What follows belongs to an exercise in optimizing a design on an open flow for small area, a short achievable clock period and few clock cycles; a production flow would make more cautious choices. The RTL was checked by simulation tests, not by an equivalence proof against the original design. Power figures rest on the tool's default switching activity, not on a simulated workload.

`config.mk`:
```
export PLATFORM = sky130hd
export DESIGN_NAME = rfcf_codec
export DESIGN_NICKNAME = rfcf_codec
export VERILOG_FILES = /design/flow/design.v
export SDC_FILE = /design/flow/constraint.sdc
export NUM_CORES = 4
export LEC_CHECK = 0
export CAP_MARGIN = 20
export CORE_MARGIN = 2
export CORE_UTILIZATION = 40
export SLEW_MARGIN = 20
```
`constraint.sdc`:
```
create_clock -name core_clock -period 5.0 [get_ports {clk}]
set_input_delay 1.0000 -clock core_clock [delete_from_list [all_inputs] [get_ports {clk}]]
set_output_delay 1.0000 -clock core_clock [all_outputs]
set_load 0.01 [all_outputs]
```
`design.v`:
```
module rfcf_crc32_byte (
    input  wire [31:0] crc_in,
    input  wire [7:0]  data,
    output reg  [31:0] crc_out
);
    integer i;
    always @* begin
        crc_out = crc_in ^ {24'd0, data};
        for (i = 0; i < 8; i = i + 1) begin
            if (crc_out[0])
                crc_out = (crc_out >> 1) ^ 32'hEDB88320;
            else
                crc_out = crc_out >> 1;
        end
    end
endmodule
module rfcf_codec (
    input  wire         clk,
    input  wire         rst,             
    input  wire         cmd_valid,
    output wire         cmd_ready,
    input  wire         cmd_op,          
    input  wire [15:0]  cmd_len,         
    input  wire [255:0] cmd_data,        
    output reg          rsp_valid,
    output reg  [255:0] rsp_data,
    output reg  [31:0]  rsp_crc,
    output reg  [31:0]  rsp_crc_calc,
    output reg  [31:0]  rsp_err_exp,
    output reg  [31:0]  rsp_err_act,
    output reg  [31:0]  rsp_status
);
    localparam [31:0] MAGIC   = 32'h52464346;   
    localparam [7:0]  VERSION = 8'h01;
    localparam [1:0] S_IDLE = 2'd0,
                     S_CRC  = 2'd1,
                     S_FIN  = 2'd2;
    reg [1:0]   state;
    reg         op_q;
    reg [15:0]  len_q;
    reg [255:0] rec_q;       
    reg [2:0]   sub_q;       
    reg [4:0]   idx;
    reg [31:0]  crc_q;
    assign cmd_ready = (state == S_IDLE);
    wire [7:0]  enc_mode  = cmd_data[231:224];
    wire [7:0]  enc_proto = cmd_data[239:232];
    wire [7:0]  enc_mod   = cmd_data[247:240];
    wire [31:0] enc_fc_hi = cmd_data[223:192];
    wire [31:0] enc_fc_lo = cmd_data[191:160];
    wire [31:0] enc_fs    = cmd_data[159:128];
    wire [15:0] enc_rfg   = cmd_data[111:96];
    wire [15:0] enc_ifg   = cmd_data[79:64];
    wire [15:0] enc_bbg   = cmd_data[47:32];
    wire       enc_sub_mode  = (enc_mode  > 8'd1);
    wire       enc_sub_proto = (enc_proto > 8'd3);
    wire       enc_sub_mod   = (enc_mod   > 8'd2);
    wire [7:0] enc_mode_l  = enc_sub_mode  ? 8'd0 : enc_mode;
    wire [7:0] enc_proto_l = enc_sub_proto ? 8'd0 : enc_proto;
    wire [7:0] enc_mod_l   = enc_sub_mod   ? 8'd1 : enc_mod;
    wire [255:0] enc_rec = {MAGIC, VERSION, enc_mode_l, enc_proto_l, enc_mod_l,
                            enc_fc_hi, enc_fc_lo, enc_fs,
                            enc_rfg, enc_ifg, enc_bbg, 16'h0000,
                            32'h00000000};
    wire [7:0]  crc_byte = rec_q[255 - 8*idx -: 8];
    wire [31:0] crc_next;
    rfcf_crc32_byte u_crc (
        .crc_in  (crc_q),
        .data    (crc_byte),
        .crc_out (crc_next)
    );
    wire [31:0] crc_final = crc_q ^ 32'hFFFFFFFF;
    wire [31:0] dec_magic  = rec_q[255:224];
    wire [7:0]  dec_ver    = rec_q[223:216];
    wire [7:0]  dec_mode   = rec_q[215:208];
    wire [7:0]  dec_proto  = rec_q[207:200];
    wire [7:0]  dec_mod    = rec_q[199:192];
    wire [31:0] dec_stored = rec_q[31:0];
    wire       dec_unk_mode  = (dec_mode  > 8'd1);
    wire       dec_unk_proto = (dec_proto > 8'd3);
    wire       dec_unk_mod   = (dec_mod   > 8'd2);
    wire [7:0] dec_mode_l  = dec_unk_mode  ? 8'd0 : dec_mode;
    wire [7:0] dec_proto_l = dec_unk_proto ? 8'd0 : dec_proto;
    wire [7:0] dec_mod_l   = dec_unk_mod   ? 8'd1 : dec_mod;
    always @(posedge clk) begin
        if (rst) begin
            state     <= S_IDLE;
            rsp_valid <= 1'b0;
        end else begin
            rsp_valid <= 1'b0;
            case (state)
                S_IDLE:  if (cmd_valid) state <= S_CRC;
                S_CRC:   if (idx == 5'd27) state <= S_FIN;
                S_FIN: begin
                    rsp_valid <= 1'b1;
                    state     <= S_IDLE;
                end
                default: state <= S_IDLE;
            endcase
        end
    end
    reg [255:0] res_data;
    reg [31:0]  res_crc, res_crc_calc, res_err_exp, res_err_act, res_status;
    always @* begin
        res_data     = 256'd0;
        res_crc      = 32'd0;
        res_crc_calc = 32'd0;
        res_err_exp  = 32'd0;
        res_err_act  = 32'd0;
        res_status   = 32'd0;
        if (!op_q) begin
            res_data   = {rec_q[255:32], crc_final};
            res_crc    = crc_final;
            res_status = {29'd0, sub_q};
        end else if (len_q != 16'd32) begin
            res_status  = 32'd1;
            res_err_exp = 32'd32;
            res_err_act = {16'd0, len_q};
        end else if (dec_magic != MAGIC) begin
            res_status  = 32'd2;
            res_err_exp = MAGIC;
            res_err_act = dec_magic;
        end else if (dec_ver != VERSION) begin
            res_status  = 32'd4;
            res_err_exp = {24'd0, VERSION};
            res_err_act = {24'd0, dec_ver};
        end else begin
            res_crc      = dec_stored;
            res_crc_calc = crc_final;
            if (dec_stored != crc_final) begin
                res_status  = 32'd3;
                res_err_exp = crc_final;
                res_err_act = dec_stored;
            end else begin
                res_status = {21'd0, dec_unk_mod, dec_unk_proto,
                              dec_unk_mode, 3'd0, 1'b1, 4'd0};
                res_data   = {8'd0, dec_mod_l, dec_proto_l, dec_mode_l,
                              rec_q[191:128],                 
                              rec_q[127:96],                  
                              16'd0, rec_q[95:80],            
                              16'd0, rec_q[79:64],            
                              16'd0, rec_q[63:48],            
                              32'd0};
            end
        end
    end
    always @(posedge clk) begin
        if (state == S_IDLE) begin
            op_q  <= cmd_op;
            len_q <= cmd_len;
            rec_q <= cmd_op ? cmd_data : enc_rec;
            sub_q <= {enc_sub_mod, enc_sub_proto, enc_sub_mode};
            crc_q <= 32'hFFFFFFFF;
            idx   <= 5'd0;
        end else begin
            crc_q <= crc_next;
            idx   <= idx + 5'd1;
        end
        rsp_data     <= res_data;
        rsp_crc      <= res_crc;
        rsp_crc_calc <= res_crc_calc;
        rsp_err_exp  <= res_err_exp;
        rsp_err_act  <= res_err_act;
        rsp_status   <= res_status;
    end
endmodule
```
`run.sh`:
```
#!/bin/bash
# synth_recipe.tcl (not shown) runs the flow's synth.tcl, then flattens the netlist and writes it again
# the make line also repeats each setting of config.mk as NAME=value (left out here)
make -C /OpenROAD-flow-scripts/flow DESIGN_CONFIG=/design/flow/config.mk WORK_HOME=/design/flow/orfs CLKGATE_MAP_FILE= SYNTH_SCRIPT=/design/flow/synth_recipe.tcl finish
```
==> results.toml <==
[global_routing]
grt_pass1_vias = 20100
grt_start_max_net_pins = 224
grt-ovfl-total = 0
grt_pass1_wl_um = 149000
grt_antenna_before_repair = 11
grt_usage_pct = 29.9

[synthesis]
synthTopCellsByCount = "431 x dfxtp_1, 276 x edfxtp_1, 142 x inv_1"
syn_avg_cell_area_um2 = 12.5
synth-seq-area-share_pct = 62.2
yosys.area.top_type = "dfxtp_1"
yosysMostFrequentCell = "dfxtp_1"
ys_ff_latch = 707
synthFlopType = "dfxtp_1"
synth_area_leaders = "dfxtp_1 32%, edfxtp_1 30%, mux2_2 5.5%"
syn_area_mm2 = 0.0272
yosysTopAreaCellShare_pct = 31.7
synth_edf_count = 276
yosys_warnings = 2
async_flop_share_pct = 0
ys_types = 85
synthCells = 2180

[cts]
root_buffer = "clkbuf_16"
htreeDepth = 3
cts_buffers = 75
post_cts.resized_instances = 0
cts_tree = "yes"
clock_sinks = 707
path_clk_slew_ns = 0.06
holdBufCountCts = 0
clkLatencyLatePin_ns = 0.62
postCtsSetupRepairBufs = 0
clock_path_buffers = 3

[setup_path]
cp.arrival_ns = 5.11
critical_path.max_fanout = 27
critPathKind = "flop to flop"
cp-start-kind = "flop"
critPathRequiredTime_ns = 5.47
end_kind = "flop"

[floorplan]
core-area_mm2 = 0.0673
die-height_um = 265
start_util_pct = 40.4
boundaryPins = 694
fp.dieW_um = 265
die_area_mm2 = 0.0701
num_rows = 95

[sta]
maxSlewHeadroom_pct = 4.70
final_hold_viol_count = 0
skew_ns = 0.0216
tightestPinTransition_ns = 1.43
layout_min_cycle_time_ns = 4.64
timing.fmax_ghz = 0.215
rsz0062_at_grt = "false"
tns_ns = 0
finalMaxSlewViolations = 0
setup_viol = 0
worst_slack_ns = 0.357
finalCritPeriodShare_pct = 92.9

[finish]
fin_util_pct = 55.2
drive_above_1_share_pct = 12.1
seq_area_mm2 = 0.0169
area_growth_pct = 36.5
multi_input_area_mm2 = 0.00915
nFillCells = 5689
final_cell_area_mm2 = 0.0371
finalNetCount = 3106

[routing]
drt_iter0_drc = 1747
ant_nets = 0
drt_wl_total_um = 108000
num_vias = 20000
wire_per_inst_um = 28.7
drtPass1Iterations = 5
post-route-drc-count = 0
detail_route.vias_per_cell = 5.30

[placement]
place_area_mm2 = 0.0347
port-buffer-count = 668
pre_cts_ws_ns = 0.203
gp_congestion = 0.879
hpwl_um = 80500

[outcome]
status = "timing/DRC/antenna clean"

[flow_run]
drv_cap = 0

[power_and_ir_drop]
p_per_area_mw_per_mm2 = 434
leakage_nw = 14.3
vdd_drop_max_mv = 0.240

[min_path]
hold_path_class = "flop to flop"
[power breakdown]
part / switching, W / leakage, nW / internal, W / total, W
registers: 0.000636 / 6.36 / 0.00655 / 0.00719
clock network: 0.00232 / 1.19 / 0.00325 / 0.00556
logic: 0.00153 / 6.74 / 0.00183 / 0.00336
total: 0.00448 / 14.3 / 0.0116 / 0.0161
[worst paths after layout]
| check | start | end | slack, ns | cells after the start |
|---|---|---|---|---|
| hold reg to reg | state[1] | state[0] | 0.44 | 1 |
| hold / removal | state[1] | state[0] | 0.44 | 1 |
| setup reg to reg | idx[0] | crc_q[18] | 0.36 | 12 |
| setup / recovery | idx[0] | crc_q[18] | 0.36 | 12 |
[critical path, cell delays in order (launching register included)]
cell,delay [ns]
dfxtp_4,0.60
inv_2,0.22
ha_4,0.59
buf_4,0.31
nor2b_1,0.39
o2bb2ai_1,0.18
mux2_2,0.18
o31ai_1,0.10
o31ai_1,0.51
and2_0,0.51
xnor3_1,0.54
xnor3_1,0.29
nand2_1,0.05
[state kept, by name, indices dropped and copies added (netlist names)]
| register | count |
|---|---|
| op_q | 1 |
| len_q | 16 |
| rsp_crc_calc | 32 |
| rsp_err_act | 32 |
| rec_q | 256 |
| sub_q | 3 |
| idx | 5 |
| crc_q | 32 |
| rsp_status | 7 |
| rsp_err_exp | 32 |
| rsp_valid | 1 |
| rsp_crc | 32 |
| state | 2 |
| rsp_data | 256 |
[routing by layer]
metal	global-route usage [%]	vias up	part of all wire, %
met5	0	-	0.11
met4	9.41	16	3.1
met3	7.24	174	7.2
met2	53.3	882	51
met1	35.6	10000	38
li1	-	8873	-
[area by class of cell]
cell class	count	area share (%)
Clock buffer	108	5.75
Antenna cell	2	0.0135
Multi-Input combinational cell	1206	24.6
Sequential cell	707	45.6
Inverter	143	1.46
Timing Repair Buffer	695	18.8
Tap cell	873	2.94
Clock inverter	28	0.829
[per-stage QoR]
stage	power (W)	instances	hold slack, ns
after floorplan	0.00908	2204	0.403
after global placement	0.0106	3623	0.415
after detailed placement	0.0106	3623	0.438
after CTS	0.0162	3759	0.445
after global routing	0.0167	3761	0.468
final	0.0161	3762	0.444
[cell families after synthesis]
kind of cell,share of synthesized area (%)
xor gates and xnor gates,4.25
DFF,62.2
other,0.0138
adders and majority gates,0.0920
muxes,10.7
buffers and inverters,4.66
and+or+nand+nor,10.7
AOI/OAI and AO/OA,7.44
[cell usage in the layout, fill, tap and decap left out, drive strengths merged, types with 19 or more instances in the layout]
cell type and count:
clkinv 19, nor2 131, a21o 35, o22ai 83
conb 25, a21oi 41, xor2 42, dfxtp 431
mux4 51, mux2i 24, inv 144, buf 28
mux2 135, clkdlybuf4s50 667, clkbuf 108, xnor2 39
and2 115, o21ai 70, nand2 132, nor2b 79
edfxtp 276
Testbench counts, summed over its fixed seeds: cycles 96,008.

==> re-timing with driven ports <==
How much do the figures lean on ideal ports? The routed layout below was timed once more, with nothing changed but the port constraints.
Step 1 sets driving cells, clkbuf_16 on the clock port and buf_2 on the other inputs (assumed; they add their load-dependent delay and slew).
Step 2, shift: input delay + t, output delay - t, t = (earliest + latest rising clock arrival at the registers) / 2. This alone moves slack from input paths to output paths.
Three values: no drivers, after step 1, after step 2; two values: the first two.
t (ns): 0.677
setup WS [ns]: 0.357 / 0.357 / 0.357
clock arrival spread, ns: 0.022 / 0.021
slew at the worst register clock pin (ns): 0.07 / 0.07
After both steps this run still meets setup and hold. The setup slack of this run moves by 0.000 ns with the drivers and by 0.000 ns with both steps.
